From an optimization exercise on the open Yosys and OpenROAD flow, aimed at small area, a short achievable clock period and few clock cycles per item; shortcuts taken in it are not production practice.
Where RTL was checked, it was by simulation tests only, not by an equivalence proof against the original.
No activity file was given, so power comes from the tool's default toggle rates.

Setup of v33:
==> flow/design.v <==
module ws_crc16_byte (
  input  wire [15:0] crc_in,
  input  wire [7:0]  data,
  output wire [15:0] crc_out
);
  wire [7:0]  x0 = crc_in[15:8] ^ data;
  wire [7:0]  x  = x0 ^ {4'd0, x0[7:4]};
  assign crc_out = {crc_in[7:0], 8'd0} ^ {x[3:0], 12'd0} ^ {3'd0, x, 5'd0} ^ {8'd0, x};
endmodule
module ws_framer (
  input  wire        clk,
  input  wire        rst,
  input  wire        in_valid,
  input  wire [7:0]  in_data,
  output wire        in_ready,
  input  wire        ev_take,
  output reg         ev_valid,
  output reg         ev_crc_err,
  output reg  [1:0]  ev_tag,
  output reg  [7:0]  ev_command,
  output reg  [7:0]  ev_status,
  output reg  [7:0]  ev_length,
  output reg  [63:0] ev_raw,
  output reg  [15:0] ev_stored,
  output reg  [15:0] ev_computed,
  output wire        load1,        
  output wire        load2         
);
  reg  [5:0] pos;
  reg        rdy;                  
  assign in_ready = rdy;
  wire acc    = in_valid && rdy;
  wire is_aa  = (in_data == 8'hAA);
  wire is_tag = (in_data == 8'h01) || (in_data == 8'h02) || (in_data == 8'h03);
  reg  [5:0] pos_n;
  always @* begin
    pos_n = pos;
    if (acc)
      case (pos)
        6'd0: pos_n = is_aa ? 6'd1 : 6'd0;
        6'd1: pos_n = is_tag ? 6'd2 : is_aa ? 6'd1 : 6'd0;
        6'd2: pos_n = (in_data == 8'h55) ? 6'd3 : is_aa ? 6'd1 : 6'd0;
        6'd3: pos_n = (in_data == 8'hC3) ? 6'd4 : is_aa ? 6'd1 : 6'd0;
        default: pos_n = pos + 6'd1;    
      endcase
  end
  wire evv_n = (ev_valid && !ev_take) || (acc && pos == 6'd63);
  always @(posedge clk) begin
    if (rst) begin
      pos      <= 6'd0;
      rdy      <= 1'b1;
      ev_valid <= 1'b0;
    end else begin
      pos      <= pos_n;
      rdy      <= !evv_n || (acc ? (pos == 6'd63 || (pos == 6'd0 && !is_aa))
                                 : (pos == 6'd0));
      ev_valid <= evv_n;
    end
  end
  wire   ld    = (ev_tag == 2'd1) ? (pos == 6'd15) : (pos == 6'd11);
  assign load1 = ld;
  assign load2 = ld && (ev_tag != 2'd2);
  wire [15:0] crc_next;
  ws_crc16_byte u_crc (.crc_in(ev_computed), .data(in_data), .crc_out(crc_next));
  always @(posedge clk) begin
    if (acc) begin
      if (pos == 6'd1) ev_tag <= in_data[1:0] - 2'd1;
      if (pos == 6'd3) ev_computed <= 16'hFFFF;
      if (pos >= 6'd4 && pos <= 6'd61)
        ev_computed <= crc_next;
      if (pos == 6'd4)  ev_command    <= in_data;
      if (pos == 6'd5)  ev_status     <= in_data;
      if (pos == 6'd6)  ev_length     <= in_data;
      if (pos == 6'd7)  ev_raw[7:0]   <= in_data;
      if (pos == 6'd8)  ev_raw[15:8]  <= in_data;
      if (pos == 6'd9)  ev_raw[23:16] <= in_data;
      if (pos == 6'd10) ev_raw[31:24] <= in_data;
      if (pos == 6'd11) ev_raw[39:32] <= in_data;
      if (pos == 6'd12) ev_raw[47:40] <= in_data;
      if (pos == 6'd13) ev_raw[55:48] <= in_data;
      if (pos == 6'd14) ev_raw[63:56] <= in_data;
      if (pos == 6'd62) ev_stored[15:8] <= in_data;
      if (pos == 6'd63) begin
        ev_stored[7:0] <= in_data;
        ev_crc_err     <= (ev_computed != {ev_stored[15:8], in_data});
      end
    end
  end
endmodule
module ws_div_f64 #(
  parameter RW = 7                  
) (
  input  wire         clk,
  input  wire         rst,
  input  wire         start,        
  input  wire         sel25,        
  input  wire         sel125,       
  input  wire         sgn,
  input  wire [23:0]  lv,
  input  wire [10:0]  ex0,
  input  wire         post,         
  input  wire         post_first,   
  input  wire         t_hi,         
  input  wire         t_lo,
  output reg          pre,          
  output reg          sign,
  output reg  [10:0]  expo,
  output reg  [51:0]  frac
);
  reg          odd;                 
  reg          bh, bl;              
  reg  [RW-1:0] rem;
  wire d25  = sel25;
  wire d125 = (RW == 7) && sel125;
  wire [7:0] x1a = {3'd0, rem[4:0], bh};
  wire       g1a = (x1a >= 8'd25);
  wire [7:0] y1a = g1a ? x1a - 8'd25 : x1a;
  wire [7:0] x2a = {2'd0, y1a[4:0], bl};
  wire       g2a = (x2a >= 8'd25);
  wire [7:0] y2a = g2a ? x2a - 8'd25 : x2a;
  wire [7:0] x1b = {rem, bh};
  wire       g1b = (x1b >= 8'd125);
  wire [7:0] y1b = g1b ? x1b - 8'd125 : x1b;
  wire [7:0] x2b = {y1b[RW-1:0], bl};
  wire       g2b = (x2b >= 8'd125);
  wire [7:0] y2b = g2b ? x2b - 8'd125 : x2b;
  wire          q_hi = d25 ? g1a : d125 ? g1b : bh;
  wire          q_lo = d25 ? g2a : d125 ? g2b : bl;
  wire [RW-1:0] r1   = d125 ? y1b[RW-1:0] : d25 ? y1a[RW-1:0] : {RW{1'b0}};
  wire [RW-1:0] r2   = d125 ? y2b[RW-1:0] : d25 ? y2a[RW-1:0] : {RW{1'b0}};
  wire odd_n = pre ? q_hi : odd;
  wire lvz   = (lv == 24'd0);
  always @(posedge clk) begin
    if (rst)
      pre <= 1'b0;
    else if (start)
      pre <= !lvz;
    else if (pre && (q_hi || q_lo))
      pre <= 1'b0;
  end
  always @(posedge clk) begin
    if (start) begin
      sign <= sgn;
      frac <= {lv, 28'd0};
      rem  <= {RW{1'b0}};
      odd  <= 1'b0;
      bh   <= lv[23];
      bl   <= lv[22];
      expo <= lvz ? 11'h7FF : ex0;
    end else if (pre || post) begin
      frac <= {frac[49:0], post & q_hi, post & q_lo};
      rem  <= (pre && q_hi) ? r1 : r2;
      odd  <= odd_n;
      bh   <= (odd_n ? frac[50] : frac[49]) | t_hi;
      bl   <= (odd_n ? frac[49] : frac[48]) | t_lo;
      if (pre)
        expo <= expo - 11'd2;
      if (post_first)
        expo <= expo + (odd ? 11'd2 : 11'd1);
    end
  end
endmodule
module ws_f32_to_f64 #(
  parameter TRACTION = 1            
) (
  input  wire [1:0]  mode,
  input  wire [15:0] n,             
  input  wire [15:0] w,             
  input  wire [31:0] f,             
  output wire [23:0] lv,            
  output wire [10:0] ex0            
);
  wire [7:0] e    = f[30:23];
  wire       e_z  = (e == 8'd0);
  wire       e_ff = (e == 8'hFF);
  wire [15:0] low_set;
  assign low_set[0] = 1'b0;
  genvar i;
  generate
    for (i = 1; i < 16; i = i + 1) begin : g_abs
      assign low_set[i] = low_set[i-1] | n[i-1];
    end
  endgenerate
  wire [15:0] mag = n ^ ({16{n[15]}} & low_set);
  wire hr = mode[0];
  wire tr = (TRACTION != 0) && mode[1] && !mode[0];
  wire nm = !hr && !tr;
  assign lv = ({24{hr}} & {!e_z, f[22:0]})
            | ({24{tr}} & {w, 8'd0})
            | ({24{nm}} & {mag, 8'd0});
  wire [10:0] ex_hr = e_ff ? 11'h7FF : e_z ? 11'd897 :
                      {e[7], {3{!e[7]}}, e[6:0]};
  assign ex0 = hr ? ex_hr : tr ? 11'd1035 : 11'd1036;
endmodule
module ws_decoder (
  input  wire [1:0]  tag,
  input  wire [63:0] raw,
  output wire        sign1,
  output wire        sign2
);
  assign sign1 = (tag == 2'd0) ? raw[15] : (tag == 2'd1) ? raw[31] : 1'b0;
  assign sign2 = (tag == 2'd0) ? raw[31] : raw[63];
endmodule
module ws_frame_rx (
  input  wire        clk,
  input  wire        rst,
  input  wire        in_valid,
  input  wire [7:0]  in_data,
  output wire        in_ready,
  output wire        ev_valid,
  input  wire        ev_ready,
  output wire        ev_crc_err,
  output wire [1:0]  ev_tag,
  output wire [7:0]  ev_command,
  output wire [7:0]  ev_status,
  output wire [7:0]  ev_length,
  output wire [63:0] ev_raw,
  output wire [63:0] ev_value1,
  output wire [63:0] ev_value2,
  output wire [15:0] ev_stored,
  output wire [15:0] ev_computed
);
  wire load1, load2;
  wire pre1, pre2;
  reg        busy, post;
  reg  [4:0] cnt;
  wire [4:0] cnt_n  = cnt + 5'd1;
  wire       d25    = (ev_tag == 2'd0);
  wire       d125   = (ev_tag == 2'd2);
  wire       t_hi   = post && ((d25 && cnt_n == 5'd24) ||
                               (d125 && (cnt_n == 5'd23 || cnt_n == 5'd24 || cnt_n == 5'd25)));
  wire       t_lo   = post && ((d25 && cnt_n == 5'd24) ||
                               (d125 && (cnt_n == 5'd23 || cnt_n == 5'd24)));
  always @(posedge clk) begin
    if (rst) begin
      busy <= 1'b0;
      post <= 1'b0;
    end else if (load1 || load2) begin
      busy <= 1'b1;
      post <= 1'b0;
    end else if (busy && !post && !pre1 && !pre2) begin
      post <= 1'b1;
    end else if (post && cnt == 5'd25) begin
      busy <= 1'b0;
      post <= 1'b0;
    end
  end
  always @(posedge clk)
    cnt <= post ? cnt_n : 5'd0;
  ws_framer u_framer (
    .clk(clk), .rst(rst),
    .in_valid(in_valid), .in_data(in_data), .in_ready(in_ready),
    .ev_take(ev_valid && ev_ready), .ev_valid(ev_valid),
    .ev_crc_err(ev_crc_err), .ev_tag(ev_tag), .ev_command(ev_command),
    .ev_status(ev_status), .ev_length(ev_length), .ev_raw(ev_raw),
    .ev_stored(ev_stored), .ev_computed(ev_computed),
    .load1(load1), .load2(load2)
  );
  wire [23:0] lv1;
  wire [10:0] ex1;
  ws_f32_to_f64 #(.TRACTION(1)) u_op1 (
    .mode(ev_tag), .n(ev_raw[15:0]), .w(ev_raw[31:16]), .f(ev_raw[31:0]),
    .lv(lv1), .ex0(ex1)
  );
  ws_div_f64 #(.RW(7)) u_eng1 (
    .clk(clk), .rst(rst), .start(load1),
    .sel25(ev_tag == 2'd0), .sel125(ev_tag == 2'd2), .sgn(sgn1),
    .lv(lv1), .ex0(ex1),
    .post(post), .post_first(post && cnt == 5'd0), .t_hi(t_hi), .t_lo(t_lo),
    .pre(pre1), .sign(ev_value1[63]), .expo(ev_value1[62:52]), .frac(ev_value1[51:0])
  );
  wire [23:0] lv2;
  wire [10:0] ex2;
  ws_f32_to_f64 #(.TRACTION(0)) u_op2 (
    .mode(ev_tag), .n(ev_raw[31:16]), .w(16'd0), .f(ev_raw[63:32]),
    .lv(lv2), .ex0(ex2)
  );
  ws_div_f64 #(.RW(5)) u_eng2 (
    .clk(clk), .rst(rst), .start(load2),
    .sel25(ev_tag == 2'd0), .sel125(1'b0), .sgn(sgn2),
    .lv(lv2), .ex0(ex2),
    .post(post), .post_first(post && cnt == 5'd0), .t_hi(t_hi), .t_lo(t_lo),
    .pre(pre2), .sign(ev_value2[63]), .expo(ev_value2[62:52]), .frac(ev_value2[51:0])
  );
  wire sgn1, sgn2;
  ws_decoder u_sign (
    .tag(ev_tag), .raw(ev_raw), .sign1(sgn1), .sign2(sgn2)
  );
endmodule
export LEC_CHECK = 0
export ABC_AREA = 1
export CAP_MARGIN = 20
export CORE_MARGIN = 2
export CORE_UTILIZATION = 50
export CTS_BUF_LIST = sky130_fd_sc_hd__clkbuf_8
export CTS_CLUSTER_DIAMETER = 50
export CTS_CLUSTER_SIZE = 20
export PLACE_DENSITY = 0.6
export SETUP_SLACK_MARGIN = 5
export SLEW_MARGIN = 20
create_clock -name core_clock -period 9.0 [get_ports {clk}]
standard.sh (not shown) runs the stock make flow with config.mk's settings and CLKGATE_MAP_FILE= SYNTH_SCRIPT=/design/flow/synth_recipe.tcl, a recipe that flattens the netlist after the stock synthesis.
==> flow/flow/run.sh <==
#!/bin/bash
# Own flow: the standard layout (standard.sh, unchanged synthesis) with
# a tighter setup target for repair_timing, the smallest buffer on the
# ports and clock tree synthesis without dummy loads. All tool output goes
# to logs in this folder (standard_own.log, and ORFS's logs under orfs/).
set -euo pipefail
MARGIN=${MARGIN:-5.95}
CTS="-sink_clustering_enable -repair_clock_nets -buf_list sky130_fd_sc_hd__clkbuf_8 -sink_clustering_size 30 -sink_clustering_max_diameter 40 -dont_use_dummy_load"
sed -e "s/SETUP_SLACK_MARGIN=[0-9.]*/SETUP_SLACK_MARGIN=$MARGIN/" \
    -e "s|\"\${@:-finish}\"|BUFFER_PORTS_ARGS='-buffer_cell sky130_fd_sc_hd__buf_1' CTS_ARGS='$CTS' \"\${@:-finish}\"|" \
    standard.sh > standard_own.sh
bash standard_own.sh > standard_own.log 2>&1
Testbench counts of v33, summed over its fixed seeds: cycles 24,942, bytes 24,934.
#### Input delta (v28 over v33)
--- a/flow/design.v
+++ b/flow/design.v
@@ -68,22 +68,22 @@
       if (pos == 6'd3) ev_computed <= 16'hFFFF;
       if (pos >= 6'd4 && pos <= 6'd61)
         ev_computed <= crc_next;
-      if (pos == 6'd4)  ev_command    <= in_data;
-      if (pos == 6'd5)  ev_status     <= in_data;
-      if (pos == 6'd6)  ev_length     <= in_data;
-      if (pos == 6'd7)  ev_raw[7:0]   <= in_data;
-      if (pos == 6'd8)  ev_raw[15:8]  <= in_data;
-      if (pos == 6'd9)  ev_raw[23:16] <= in_data;
-      if (pos == 6'd10) ev_raw[31:24] <= in_data;
-      if (pos == 6'd11) ev_raw[39:32] <= in_data;
-      if (pos == 6'd12) ev_raw[47:40] <= in_data;
-      if (pos == 6'd13) ev_raw[55:48] <= in_data;
-      if (pos == 6'd14) ev_raw[63:56] <= in_data;
-      if (pos == 6'd62) ev_stored[15:8] <= in_data;
-      if (pos == 6'd63) begin
-        ev_stored[7:0] <= in_data;
-        ev_crc_err     <= (ev_computed != {ev_stored[15:8], in_data});
-      end
+    end
+    if (pos == 6'd4)  ev_command    <= in_data;
+    if (pos == 6'd5)  ev_status     <= in_data;
+    if (pos == 6'd6)  ev_length     <= in_data;
+    if (pos == 6'd7)  ev_raw[7:0]   <= in_data;
+    if (pos == 6'd8)  ev_raw[15:8]  <= in_data;
+    if (pos == 6'd9)  ev_raw[23:16] <= in_data;
+    if (pos == 6'd10) ev_raw[31:24] <= in_data;
+    if (pos == 6'd11) ev_raw[39:32] <= in_data;
+    if (pos == 6'd12) ev_raw[47:40] <= in_data;
+    if (pos == 6'd13) ev_raw[55:48] <= in_data;
+    if (pos == 6'd14) ev_raw[63:56] <= in_data;
+    if (pos == 6'd62) ev_stored[15:8] <= in_data;
+    if (pos == 6'd63) begin
+      ev_stored[7:0] <= in_data;
+      ev_crc_err     <= (ev_computed != {ev_stored[15:8], in_data});
     end
   end
 endmodule
--- outcome ---
Detailed route wirelength on metal3: v28 vs v33 up 310 um
Worst hold slack delta for v28 relative to v33: 0.010 ns lower
v28 against v33: largest vdd supply drop picked up an extra 0.028 mV, wire length picked up an extra about 1.2%, first-pass GRT wire length climbed 2.0%, post-synth design cell area lost about 0.5%, core region area stayed essentially flat.
[compare] base=v33 new=v28: cell area decreased 260 sq um; cell area after placement decreased about 0.44%; sequential power essentially unchanged.
Testbench counts of v28, summed over its fixed seeds: cycles 24,942, bytes 24,934.

* * *

## alpha
ws_frame_rx, a different RTL version from the one above (not shown whole).
Size: about 1,700 cells after synthesis, ~290 flip-flops, roughly 270 I/O pins, roughly 15,000 um^2 of cells after synthesis.
==> module ws_f32_to_f64, before the edit <==
module ws_f32_to_f64 #(
  parameter TRACTION = 1            
) (
  input  wire [1:0]  mode,
  input  wire [15:0] n,             
  input  wire [15:0] w,             
  input  wire [31:0] f,             
  output reg  [23:0] lv,            
  output reg  [10:0] ex0            
);
  wire [7:0]  e   = f[30:23];
  wire [15:0] mag = n[15] ? (16'd0 - n) : n;
  always @* begin
    if (mode[0]) begin
      lv  = {(e != 8'd0), f[22:0]};
      ex0 = (e == 8'hFF) ? 11'h7FF : (e == 8'd0) ? 11'd897 : ({3'd0, e} + 11'd896);
    end else if (TRACTION && mode[1]) begin
      lv  = {w, 8'd0};
      ex0 = 11'd1035;
    end else begin
      lv  = {mag, 8'd0};
      ex0 = 11'd1036;
    end
  end
endmodule
export LEC_CHECK = 0
export ABC_AREA = 1
export CAP_MARGIN = 20
export CORE_MARGIN = 2
export CORE_UTILIZATION = 50
export CTS_BUF_LIST = sky130_fd_sc_hd__clkbuf_8
export CTS_CLUSTER_DIAMETER = 50
export CTS_CLUSTER_SIZE = 20
export PLACE_DENSITY = 0.6
export SETUP_SLACK_MARGIN = 5
export SLEW_MARGIN = 20
create_clock -name core_clock -period 9.0 [get_ports {clk}]
==> flow/flow/run.sh <==
#!/bin/bash
# Own flow: the standard layout (standard.sh, unchanged synthesis) with
# a tighter setup target for repair_timing and the smallest buffer on the
# ports. All tool output goes to logs in this folder.
set -euo pipefail
MARGIN=${MARGIN:-5.8}
sed -e "s/SETUP_SLACK_MARGIN=[0-9.]*/SETUP_SLACK_MARGIN=$MARGIN/" \
    -e "s|\"\${@:-finish}\"|BUFFER_PORTS_ARGS='-buffer_cell sky130_fd_sc_hd__buf_1' \"\${@:-finish}\"|" \
    standard.sh > standard_own.sh
bash standard_own.sh > standard_own.log 2>&1
Testbench counts of alpha, summed over its fixed seeds: cycles 24,942, bytes 24,934.
The inputs of beta differ from those of alpha as listed below.
--- a/flow/design.v
+++ b/flow/design.v
@@ -176,29 +176,36 @@
   parameter TRACTION = 1            
 ) (
   input  wire [1:0]  mode,
   input  wire [15:0] n,             
   input  wire [15:0] w,             
   input  wire [31:0] f,             
-  output reg  [23:0] lv,            
-  output reg  [10:0] ex0            
-);
-  wire [7:0]  e   = f[30:23];
-  wire [15:0] mag = n[15] ? (16'd0 - n) : n;
-  always @* begin
-    if (mode[0]) begin
-      lv  = {(e != 8'd0), f[22:0]};
-      ex0 = (e == 8'hFF) ? 11'h7FF : (e == 8'd0) ? 11'd897 : ({3'd0, e} + 11'd896);
-    end else if (TRACTION && mode[1]) begin
-      lv  = {w, 8'd0};
-      ex0 = 11'd1035;
-    end else begin
-      lv  = {mag, 8'd0};
-      ex0 = 11'd1036;
-    end
-  end
+  output wire [23:0] lv,            
+  output wire [10:0] ex0            
+);
+  wire [7:0] e    = f[30:23];
+  wire       e_z  = (e == 8'd0);
+  wire       e_ff = (e == 8'hFF);
+  wire [15:0] low_set;
+  assign low_set[0] = 1'b0;
+  genvar i;
+  generate
+    for (i = 1; i < 16; i = i + 1) begin : g_abs
+      assign low_set[i] = low_set[i-1] | n[i-1];
+    end
+  endgenerate
+  wire [15:0] mag = n ^ ({16{n[15]}} & low_set);
+  wire hr = mode[0];
+  wire tr = (TRACTION != 0) && mode[1] && !mode[0];
+  wire nm = !hr && !tr;
+  assign lv = ({24{hr}} & {!e_z, f[22:0]})
+            | ({24{tr}} & {w, 8'd0})
+            | ({24{nm}} & {mag, 8'd0});
+  wire [10:0] ex_hr = e_ff ? 11'h7FF : e_z ? 11'd897 :
+                      {e[7], {3{!e[7]}}, e[6:0]};
+  assign ex0 = hr ? ex_hr : tr ? 11'd1035 : 11'd1036;
 endmodule
 module ws_decoder (
   input  wire [1:0]  tag,
   input  wire [63:0] raw,
   output wire        sign1,
   output wire        sign2
--- outcome ---
- No stage failed in beta, and the final checks on the layout all came back clean.
- beta against alpha: leakage component of the power fell by about 0.35%; register share of the cell area level; total of fill cells in the finished design down 59; part of the total power dissipated in combinational logic has decreased.
- Sort alpha and beta by minimum hold slack, descending, and alpha comes first.
- Of the two candidates, alpha has the worse global-route wire length before repair and beta the better one.
- Re final area: no difference whatsoever between alpha and beta.
For beta, only the layout was checked, not whether the RTL still works.

## separate check: timing with driven ports
The results above use ideal ports. As a check the final layouts listed here were re-extracted and re-timed, cells and wires unchanged.
Step 1 (the two cells are an assumption about what drives the block):
set clk [get_ports {clk}]
set_driving_cell -lib_cell sky130_fd_sc_hd__clkbuf_16 $clk
set_driving_cell -lib_cell sky130_fd_sc_hd__buf_2 [delete_from_list [all_inputs] $clk]
Step 2 adds t to the input delays and takes it off the output delays; t is the mean of the earliest and latest rising clock arrival at the registers after step 1. Input paths then give back, and output paths get back, about the clock's delay inside the block.
Slacks: ideal / step 1 / step 2; pairs: ideal / step 1.
| run | t, ns | setup WS [ns] | hold WS [ns] | slew at the worst register clock pin (ns) | worst data-port slew with drivers (ns) |
|---|---|---|---|---|---|
| v33 | 0.585 | 5.924 / 5.875 / 5.396 | 0.463 / 0.463 / 0.463 | 0.10 / 0.10 | 0.04 |
| v28 | 0.580 | 5.928 / 5.879 / 5.546 | 0.453 / 0.453 / 0.453 | 0.09 / 0.09 | 0.04 |
| alpha | 0.585 | 5.862 / 5.817 / 5.392 | 0.468 / 0.468 / 0.468 | 0.09 / 0.09 | 0.03 |
| beta | 0.651 | 5.852 / 5.805 / 5.505 | 0.411 / 0.411 / 0.411 | 0.11 / 0.11 | 0.03 |
After both steps setup and hold are still met in every run listed. The setup slack of v33, which loses most, moves by -0.049 ns with the drivers and by -0.528 ns with both steps.
